Background: an optimization exercise with open tools, aiming at small area, a short achievable clock period and few clock cycles. Do not read the settings as production practice. For this run, only the layout was checked, not whether the RTL still works. Power and IR drop assume default switching activity.

--- run.sh ---
#!/bin/bash
# synth_recipe.tcl (not shown) runs the flow's synth.tcl, then flattens the netlist and writes it again
# the make line also repeats each setting of config.mk as NAME=value (left out here)
make -C /OpenROAD-flow-scripts/flow DESIGN_CONFIG=/design/flow/config.mk WORK_HOME=/design/flow/orfs CLKGATE_MAP_FILE= SYNTH_SCRIPT=/design/flow/synth_recipe.tcl finish
--- config.mk ---
export PLATFORM = sky130hd
export DESIGN_NAME = ash_rx
export DESIGN_NICKNAME = ash_rx
export VERILOG_FILES = /design/flow/design.v
export SDC_FILE = /design/flow/constraint.sdc
export NUM_CORES = 4
export LEC_CHECK = 0
export CAP_MARGIN = 20
export CORE_MARGIN = 2
export CORE_UTILIZATION = 40
export SLEW_MARGIN = 20
--- constraint.sdc ---
create_clock -name core_clock -period 8.0 [get_ports {clk}]
set_input_delay 1.6000 -clock core_clock [delete_from_list [all_inputs] [get_ports {clk}]]
set_output_delay 1.6000 -clock core_clock [all_outputs]
set_load 0.01 [all_outputs]
--- design.v ---
module ash_rx (
    input  wire       clk,
    input  wire       rst,
    input  wire       in_valid,
    input  wire [7:0] in_byte,
    output wire       in_ready,
    output wire       out_valid,
    input  wire       out_ready,
    output wire [4:0] out_tag,
    output wire [7:0] out_data,
    output wire       out_last
);
    localparam integer N    = 128;         
    localparam integer RS   = 8;           
    localparam integer RSB  = 3;           
    localparam integer WS   = 16;          
    localparam integer WSB  = 4;           
    localparam integer NWT  = N / WS;
    localparam integer D    = 16;          
    localparam integer DB   = 4;           
    localparam [7:0] FLAG = 8'h7E, ESC = 8'h7D, XON = 8'h11, XOFF = 8'h13,
                     SUB  = 8'h18, CAN = 8'h1A;
    localparam [3:0] C_GOOD = 4'd0, C_BAD_ESCAPE = 4'd1, C_SHORT = 4'd2,
                     C_CRC = 4'd3, C_UNKNOWN = 4'd4, C_BAD_LENGTH = 4'd5,
                     C_BAD_VERSION = 4'd6, C_CANCEL = 4'd7, C_SUB = 4'd8,
                     C_XON = 4'd9, C_XOFF = 4'd10, C_OVERFLOW = 4'd11;
    localparam [4:0] T_BODY = 5'h07;
    function automatic is_reserved(input [7:0] b);
        is_reserved = (b == FLAG) || (b == ESC) || (b == XON) ||
                      (b == XOFF) || (b == SUB) || (b == CAN);
    endfunction
    function automatic [15:0] crc16_byte(input [15:0] c_in, input [7:0] b);
        integer k;
        reg [15:0] c;
        begin
            c = c_in ^ {b, 8'h00};
            for (k = 0; k < 8; k = k + 1)
                c = c[15] ? ((c << 1) ^ 16'h1021) : (c << 1);
            crc16_byte = c;
        end
    endfunction
    function automatic [7:0] lfsr_step(input [7:0] r);
        lfsr_step = (r >> 1) ^ (r[0] ? 8'hB8 : 8'h00);
    endfunction
    function automatic [4:0] hdr_tag(input [7:0] c);
        if (!c[7])                 hdr_tag = 5'h01;
        else if (c[6:5] == 2'b00)  hdr_tag = 5'h02;
        else if (c[6:5] == 2'b01)  hdr_tag = 5'h03;
        else if (c[1:0] == 2'b00)  hdr_tag = 5'h04;
        else if (c[1:0] == 2'b01)  hdr_tag = 5'h05;
        else                       hdr_tag = 5'h06;
    endfunction
    reg [7:0] ring [0:N-1];
    reg [6:0] ph;
    reg        rdy;             
    reg        discard;
    reg        in_frame;        
    reg [7:0]  cnt;             
    reg [7:0]  wslot;           
    reg [6:0]  wpos;            
    reg        esc_pend, esc_err;
    reg [2:0]  ulen;            
    reg [15:0] crc;
    reg [7:0]  ctl;
    reg        u1ok;            
    reg [4:0]  q_ent [0:D-1];
    reg [DB:0] q_cnt;
    reg [DB-1:0] q_wp, q_rp;
    reg        rbusy;           
    reg        rgood;           
    reg        rfull;           
    reg [7:0]  rslot;           
    reg [6:0]  rpos;            
    reg [7:0]  rwalk;           
    reg        resc;
    reg [1:0]  uj;              
    reg [7:0]  d1, d2, d3;      
    reg        hdr;             
    reg        scr;             
    reg [7:0]  lfsr;
    reg        ov;
    reg [4:0]  otag;
    reg [7:0]  odata;
    reg        olast;
    assign in_ready  = rdy;
    assign out_valid = ov;
    assign out_tag   = otag;
    assign out_data  = odata;
    assign out_last  = olast;
    wire       acc      = in_valid && rdy;
    wire       b_flag   = in_byte == FLAG;
    wire       b_can    = in_byte == CAN;
    wire       b_sub    = in_byte == SUB;
    wire       b_xon    = in_byte == XON;
    wire       b_xoff   = in_byte == XOFF;
    wire       b_esc    = in_byte == ESC;
    wire       live     = acc && !discard;
    wire       ev_flag  = live && b_flag && in_frame;
    wire       ev_can   = live && b_can;
    wire       ev_sub   = live && b_sub;
    wire       ev_xo    = live && (b_xon || b_xoff);
    wire       is_data  = !(b_flag || b_can || b_sub || b_xon || b_xoff);
    wire       full     = cnt[7];
    wire       ev_ovf   = live && is_data && full;
    wire       ev_app   = live && is_data && !full;
    wire       ev_mark  = ev_flag && !full;
    wire       wr       = ev_app || ev_mark;
    wire [NWT-1:0] wtap = {{(NWT-1){1'b0}}, 1'b1} << wpos[6:WSB];
    wire [7:0]  unesc   = in_byte ^ 8'h20;
    wire        u_valid = !esc_err && (esc_pend ? is_reserved(unesc) : !b_esc);
    wire [7:0]  u_byte  = esc_pend ? unesc : in_byte;
    reg [3:0] fcode;
    always @* begin
        if (esc_err || esc_pend)          fcode = C_BAD_ESCAPE;
        else if (ulen < 3'd3)             fcode = C_SHORT;
        else if (crc != 16'h0000)         fcode = C_CRC;
        else if (!ctl[7])                 fcode = C_GOOD;
        else if (ctl[6] == 1'b0 || ctl == 8'hC0)
            fcode = (ulen == 3'd3) ? C_GOOD : C_BAD_LENGTH;
        else if (ctl == 8'hC1)
            fcode = (ulen != 3'd5) ? C_BAD_LENGTH :
                    (!u1ok ? C_BAD_VERSION : C_GOOD);
        else if (ctl == 8'hC2)
            fcode = (ulen == 3'd5) ? C_GOOD : C_BAD_LENGTH;
        else                              fcode = C_UNKNOWN;
    end
    wire        push = ev_flag || ev_can || ev_sub || ev_xo || ev_ovf;
    wire [3:0]  push_code = ev_flag ? fcode :
                            ev_can  ? C_CANCEL :
                            ev_sub  ? C_SUB :
                            ev_ovf  ? C_OVERFLOW :
                            (b_xon  ? C_XON : C_XOFF);
    wire        ofree   = !ov || out_ready;
    wire        qne     = q_cnt != 0;
    wire [3:0]  h_code  = q_ent[q_rp][3:0];
    wire        h_full  = q_ent[q_rp][4];
    wire        h_frame = h_code < C_CANCEL;
    wire        rhit    = rbusy && (rpos[RSB-1:0] == 0);
    wire [7:0]  rbyte   = ring[{rpos[6:RSB], {RSB{1'b0}}}];
    wire        r_vend  = rfull && rwalk[7];            
    wire        r_mark  = rbyte == FLAG;
    wire        rstep   = rbusy && ofree && (r_vend || rhit);
    wire        r_end   = r_vend || r_mark;
    wire        r_escb  = !resc && (rbyte == ESC);
    wire [7:0]  r_u     = resc ? (rbyte ^ 8'h20) : rbyte;
    wire        r_emit  = rstep && rgood && (r_end || (!r_escb && (uj == 2'd3)));
    wire        r_adv   = rstep && !r_vend;             
    wire        pop_idle  = !rbusy && qne && ofree;
    wire        pop_chain = rstep && r_end && qne && h_frame && (h_code == C_GOOD);
    wire        pop = pop_idle || pop_chain;
    reg        in_frame_n, discard_n;
    reg [7:0]  wslot_n;
    reg [6:0]  wpos_n;
    reg [7:0]  cnt_n;
    always @* begin
        in_frame_n = in_frame;
        discard_n  = discard;
        wslot_n    = wslot;
        wpos_n     = wpos - 7'd1;
        cnt_n      = cnt;
        if (acc && discard) begin
            if (b_flag) discard_n = 1'b0;
        end else if (ev_flag) begin
            in_frame_n = 1'b0;
            cnt_n      = 8'd0;
            if (!full) begin
                wslot_n = wslot + 8'd1;
                wpos_n  = wpos;
            end
        end else if (ev_can || ev_sub || ev_ovf) begin
            in_frame_n = 1'b0;
            cnt_n      = 8'd0;
            wslot_n    = wslot - cnt;
            wpos_n     = wpos - cnt[6:0] - 7'd1;
            if (ev_sub || ev_ovf) discard_n = 1'b1;
        end else if (ev_app) begin
            in_frame_n = 1'b1;
            cnt_n      = cnt + 8'd1;
            wslot_n    = wslot + 8'd1;
            wpos_n     = wpos;
        end
    end
    wire [DB:0] q_cnt_n = q_cnt + (push ? 1'b1 : 1'b0) - (pop ? 1'b1 : 1'b0);
    wire [7:0]  wdist   = wslot_n - rslot;
    wire        rdy_n   = (q_cnt_n < D) &&
                          (discard_n || cnt_n[7] ||
                           ((wpos_n[WSB-1:0] == 0) && !wdist[7]));
    integer i;
    always @(posedge clk) begin
        for (i = 0; i < N; i = i + 1) begin
            if ((i % WS) == WS - 1 && wr && wtap[((i + 1) % N) / WS])
                ring[i] <= in_byte;
            else
                ring[i] <= ring[(i + 1) % N];
        end
        if (push)
            q_ent[q_wp] <= {full, push_code};
    end
    always @(posedge clk) begin
        if (rst) begin
            ph       <= 7'd0;
            rdy      <= 1'b0;
            discard  <= 1'b0;
            in_frame <= 1'b0;
            cnt      <= 8'd0;
            wslot    <= 8'd0;
            wpos     <= 7'd0;
            esc_pend <= 1'b0;
            esc_err  <= 1'b0;
            ulen     <= 3'd0;
            crc      <= 16'hFFFF;
            ctl      <= 8'd0;
            u1ok     <= 1'b0;
            q_cnt    <= 0;
            q_wp     <= 0;
            q_rp     <= 0;
            rbusy    <= 1'b0;
            rgood    <= 1'b0;
            rfull    <= 1'b0;
            rslot    <= 8'd0;
            rpos     <= 7'd0;
            rwalk    <= 8'd0;
            resc     <= 1'b0;
            uj       <= 2'd0;
            d1       <= 8'd0;
            d2       <= 8'd0;
            d3       <= 8'd0;
            hdr      <= 1'b0;
            scr      <= 1'b0;
            lfsr     <= 8'h42;
            ov       <= 1'b0;
            otag     <= 5'd0;
            odata    <= 8'd0;
            olast    <= 1'b0;
        end else begin
            ph       <= ph + 7'd1;
            rdy      <= rdy_n;
            discard  <= discard_n;
            in_frame <= in_frame_n;
            cnt      <= cnt_n;
            wslot    <= wslot_n;
            wpos     <= wpos_n;
            if (ev_flag || ev_can || ev_sub || ev_ovf) begin
                esc_pend <= 1'b0;
                esc_err  <= 1'b0;
                ulen     <= 3'd0;
                crc      <= 16'hFFFF;
            end else if (ev_app) begin
                if (!esc_err) begin
                    if (esc_pend) begin
                        esc_pend <= 1'b0;
                        if (!u_valid) esc_err <= 1'b1;
                    end else if (b_esc)
                        esc_pend <= 1'b1;
                end
                if (u_valid) begin
                    if (ulen == 3'd0) ctl <= u_byte;
                    if (ulen == 3'd1) u1ok <= (u_byte == 8'h02);
                    if (ulen != 3'd6) ulen <= ulen + 3'd1;
                    crc <= crc16_byte(crc, u_byte);
                end
            end
            if (push)
                q_wp <= q_wp + 1'b1;
            if (pop)
                q_rp <= q_rp + 1'b1;
            q_cnt <= q_cnt_n;
            if (ov && out_ready)
                ov <= 1'b0;
            if (r_emit) begin
                ov    <= 1'b1;
                olast <= r_end;
                if (hdr) begin
                    hdr   <= 1'b0;
                    scr   <= !d3[7];
                    otag  <= hdr_tag(d3);
                    odata <= d3;
                end else begin
                    otag  <= T_BODY;
                    odata <= d3 ^ (scr ? lfsr : 8'h00);
                    lfsr  <= lfsr_step(lfsr);
                end
            end
            if (r_adv) begin
                rslot <= rslot + 8'd1;
            end else
                rpos <= rpos - 7'd1;
            if (pop) begin
                rbusy <= h_frame;
                rgood <= h_code == C_GOOD;
                rfull <= h_full;
                rwalk <= 8'd0;
                resc  <= 1'b0;
                uj    <= 2'd0;
                hdr   <= 1'b1;
                lfsr  <= 8'h42;
                if (h_code != C_GOOD) begin
                    ov    <= 1'b1;
                    otag  <= {1'b0, h_code} + 5'd7;
                    odata <= 8'd0;
                    olast <= 1'b1;
                end
            end else if (rstep) begin
                if (r_end)
                    rbusy <= 1'b0;
                else begin
                    rwalk <= rwalk + 8'd1;
                    if (r_escb)
                        resc <= 1'b1;
                    else begin
                        resc <= 1'b0;
                        d1   <= r_u;
                        d2   <= d1;
                        d3   <= d2;
                        if (uj != 2'd3) uj <= uj + 2'd1;
                    end
                end
            end
        end
    end
endmodule
==> results.txt <==
-- sequential cells by signal, summed over array words and instances (netlist names), 5 cells and up, named ones only --
name	flops
d2	8
rwalk	8
q_ent	80
otag	5
rslot	8
rpos	7
lfsr	8
ring	1024
d3	8
wpos	7
odata	8
cnt	8
wslot	8
crc	16
d1	8
q_cnt	5
ctl	8
-- per-stage QoR --
stage          hold slack, ns  cells  util [%]  worst slack [ns]  cell area, sq um
4_1_cts                 0.298   3729      46.9              1.82             39400
6_report                0.296   3730      46.9              1.99             39400
2_1_floorplan           0.310   2421         -              2.62             34000
3_3_place_gp            0.310   3521      42.4              1.41             35600
5_1_grt                 0.308   3729      46.9              1.63             39400
3_5_place_dp            0.312   3521      42.4              1.40             35600
-- metal layers --
metal  vias to the layer above  wire [um]  track usage, %
met5                         -          0               0
met1                      8294      30500            20.6
met4                         0       2230            6.50
met2                       446      28200            22.7
li1                       8425          -               -
met3                       146       3050            2.86
-- cells by family after synthesis --
logic type / share of synthesized area [%]
AND/OR/NAND/NOR: 6.81
flip-flops: 76.2
buffers and inverters: 1.70
adder cells (fa/ha/maj): 1.83
AO/OA/AOI/OAI: 5.03
XOR/XNOR: 2.45
multiplexers: 5.95
-- placed cells by master (no fill, tap or decap), types with 27 or more instances in the layout --
master     instances
nand3_1           27
a21oi_1           52
mux4_2            27
nor2_1           163
o21ai_0           46
xnor2_1           65
ha_1              45
xor2_1            30
dfxtp_1         1172
clkbuf_16        113
nor3_1            30
inv_1             56
mux2i_1           66
edfxtp_1          80
mux2_2            67
nand2_1          102
-- final cells by class --
cell class | instances | area [sq um]
clock buffer | 161 | 3230
multi-input combinational | 1022 | 7550
tap | 1134 | 1420
clock inverter | 47 | 579
inverter | 59 | 221
sequential | 1255 | 25900
antenna | 1 | 2.50
fill | 7274 | 44600
timing repair buffer | 51 | 445
-- Yosys cell counts (13+ instances only) --
| cell type | number |
|---|---|
| dfxtp_1 | 1175 |
| clkbuf_1 | 55 |
| mux4_2 | 27 |
| mux2_2 | 67 |
| inv_1 | 56 |
| nor3_1 | 31 |
| nor4_1 | 15 |
| o21ai_0 | 46 |
| a21oi_1 | 53 |
| a31oi_1 | 15 |
| edfxtp_1 | 80 |
| and3_1 | 15 |
| xor2_1 | 30 |
| nor2_1 | 164 |
| ha_1 | 45 |
| mux2i_1 | 66 |
| nor2b_1 | 13 |
| buf_2 | 25 |
| nand2_1 | 102 |
| nand2b_1 | 13 |
| xnor2_1 | 65 |
| nand3_1 | 27 |
| o211ai_1 | 21 |
| nand4_1 | 15 |
-- power by group through the flow --
stage / Clock [W] / Sequential [W] / Combinational, W
finish: 0.00535 / 0.00659 / 0.00117
global route: 0.00573 / 0.00661 / 0.00128
CTS: 0.00547 / 0.00659 / 0.00116
detailed placement: 0 / 0.00673 / 0.00115
global placement: 0 / 0.00672 / 0.00112
floorplan: 0 / 0.00661 / 0.000913
-- path summary, 6_finish.rpt --
path | start | end | slack [ns] | cells past startpoint
hold / removal | ring[37][1]$_DFF_P_ | ring[36][1]$_DFF_P_ | 0.30 | 0
hold reg to reg | ring[37][1]$_DFF_P_ | ring[36][1]$_DFF_P_ | 0.30 | 0
setup reg to reg | rpos[3]$_SDFFE_PP0N_ | rdy$_SDFF_PP0_ | 2.11 | 22
setup / recovery | in_byte[2] | rdy$_SDFF_PP0_ | 1.99 | 22
==> flow_summary.yaml <==
global_route:
  grtUsageTotal_pct: 14.9
  grt_pass1_vias: 17300
  antenna_found_initial: 0
  grt_max_degree: 70
  grt_overflow: 0
  grt_pass1_wl_um: 99500
place:
  io_buffers: 27
  hpwl_um: 42900
  gp_congestion: 0.874
route:
  ant_nets: 0
  routedWlPerCell_um: 17.2
  drt-total-wl_um: 64000
  num_vias: 17300
  drc_errors: 0
  drt-initial-drc-count: 1262
  first_pass_iters: 5
  drt-vias-per-instance: 4.64
clock_network:
  cts_sinks: 1255
  path_clk_slew_ns: 0.06
  clockRootBuffer: "clkbuf_16"
  hold_buffers: 0
  postCtsResizedCells: 0
  worstSkewPairLatency_ns: 0.69
  cts_tree: "yes"
  post_cts_buffers: 0
  clock_path_buffers: 3
  htreeDepth: 3
  numCtsBuffers: 112
worst_setup_path:
  cp_max_fo: 16
  critPathLaunchType: "primary input"
  cp_num_buf_inv: 6
  cp.arrival_ns: 6.56
  crit_family: "simple AND/OR/NAND/NOR gates"
  end_kind: "register"
  cp_cell_sequence: "clkdlybuf4s50_1 > or3_1 > a211o_1 > and3_1 > nor2_1 > buf_4 > o211ai_1 > inv_1 > ha_1 > inv_1 > ha_1 > inv_1 > fa_1 > inv_1 > a21oi_1 > nor2_1 > nor2_1 > xnor2_1 > nor2_1 > o311a_1 > and3_1 > a22o_1"
  critPathMaxStageDelay_ns: 0.76
  cp.required_ns: 8.56
  worst_path_max_delay_cell: "clkdlybuf4s50_1"
  crit_type: "in2reg"
pwr:
  p_leak_nw: 15.3
  power.internal_w: 0.00995
  ir_worst_vdd_v: 0.000190
  p_sw_share_pct: 24.1
  powerDensity_nw_per_um2: 333
  pwr-share-seq_pct: 50.3
  p_switching_w: 0.00316
  power_w: 0.0131
  clockPowerShare_pct: 40.8
  combPwrFrac_pct: 8.9
flow_run:
  maxCapViolCount: 0
die:
  core_area_sq_um: 84000
  io_pins: 28
  dieHeight_um: 296
  start_util_pct: 40.5
  num_rows: 106
  die_w_um: 296
  dieArea_sq_um: 87400
yosys:
  avgSynthCellArea_sq_um: 14.0
  synth_fp_nets: 2481
  synth_seq_area_share_pct: 76.2
  synth_area_sq_um: 34000
  yosys_warnings: 2
  postSynthCellCount: 2421
  ys_ff_latch: 1255
  synth-edff-count: 80
  synth_area_leaders: "dfxtp_1 69%, edfxtp_1 7.1%, mux2_2 2.2%, mux2i_1 1.9%, nor2_1 1.8%"
  yosysTopAreaCellShare_pct: 69.2
  synth_ff_type: "dfxtp_1"
  async_reset_ff_share_pct: 0
  yosysTopAreaCell: "dfxtp_1"
  yosysUniqueCellTypes: 82
timing:
  setup_viol: 0
  slew_headroom_pct: 31.7
  rsz0062_at_grt: "false"
  fin_skew_ns: 0.0527
  fin_crit_ns: 6.01
  fmax_mhz: 166
  tns_ns: 0
  worstMarginPinSlew_ns: 1.02
  finalHoldViolCount: 0
  fin_crit_sh_pct: 75.1
  slew_viol_final: 0
min_path:
  hold_class: "reg2reg"
finish:
  areaGrowthSynthToFinish_pct: 15.8
  drive_above_1_share_pct: 13.0
  fin_nets: 2561
run_status:
  outcome: "finished clean"

## re-timing with driven ports
The results above use ideal ports. As a check the final layout listed here was re-extracted and re-timed, cells and wires unchanged.
Step 1, drivers: a clkbuf_16 drives clk and a buf_2 each remaining input, both assumed.
Step 2, shift: input delay + t, output delay - t, t = (earliest + latest rising clock arrival at the registers) / 2. This alone moves slack from input paths to output paths.
Three values: no drivers, after step 1, after step 2; two values: the first two.
shift t [ns]: 0.722
setup slack, ns: 1.993 / 2.030 / 1.308
worst slew at a driven data input, ns: 0.03
After both steps setup and hold are still met in this run. For this run, drivers alone change the setup slack by +0.037 ns; drivers and shift together by -0.685 ns.
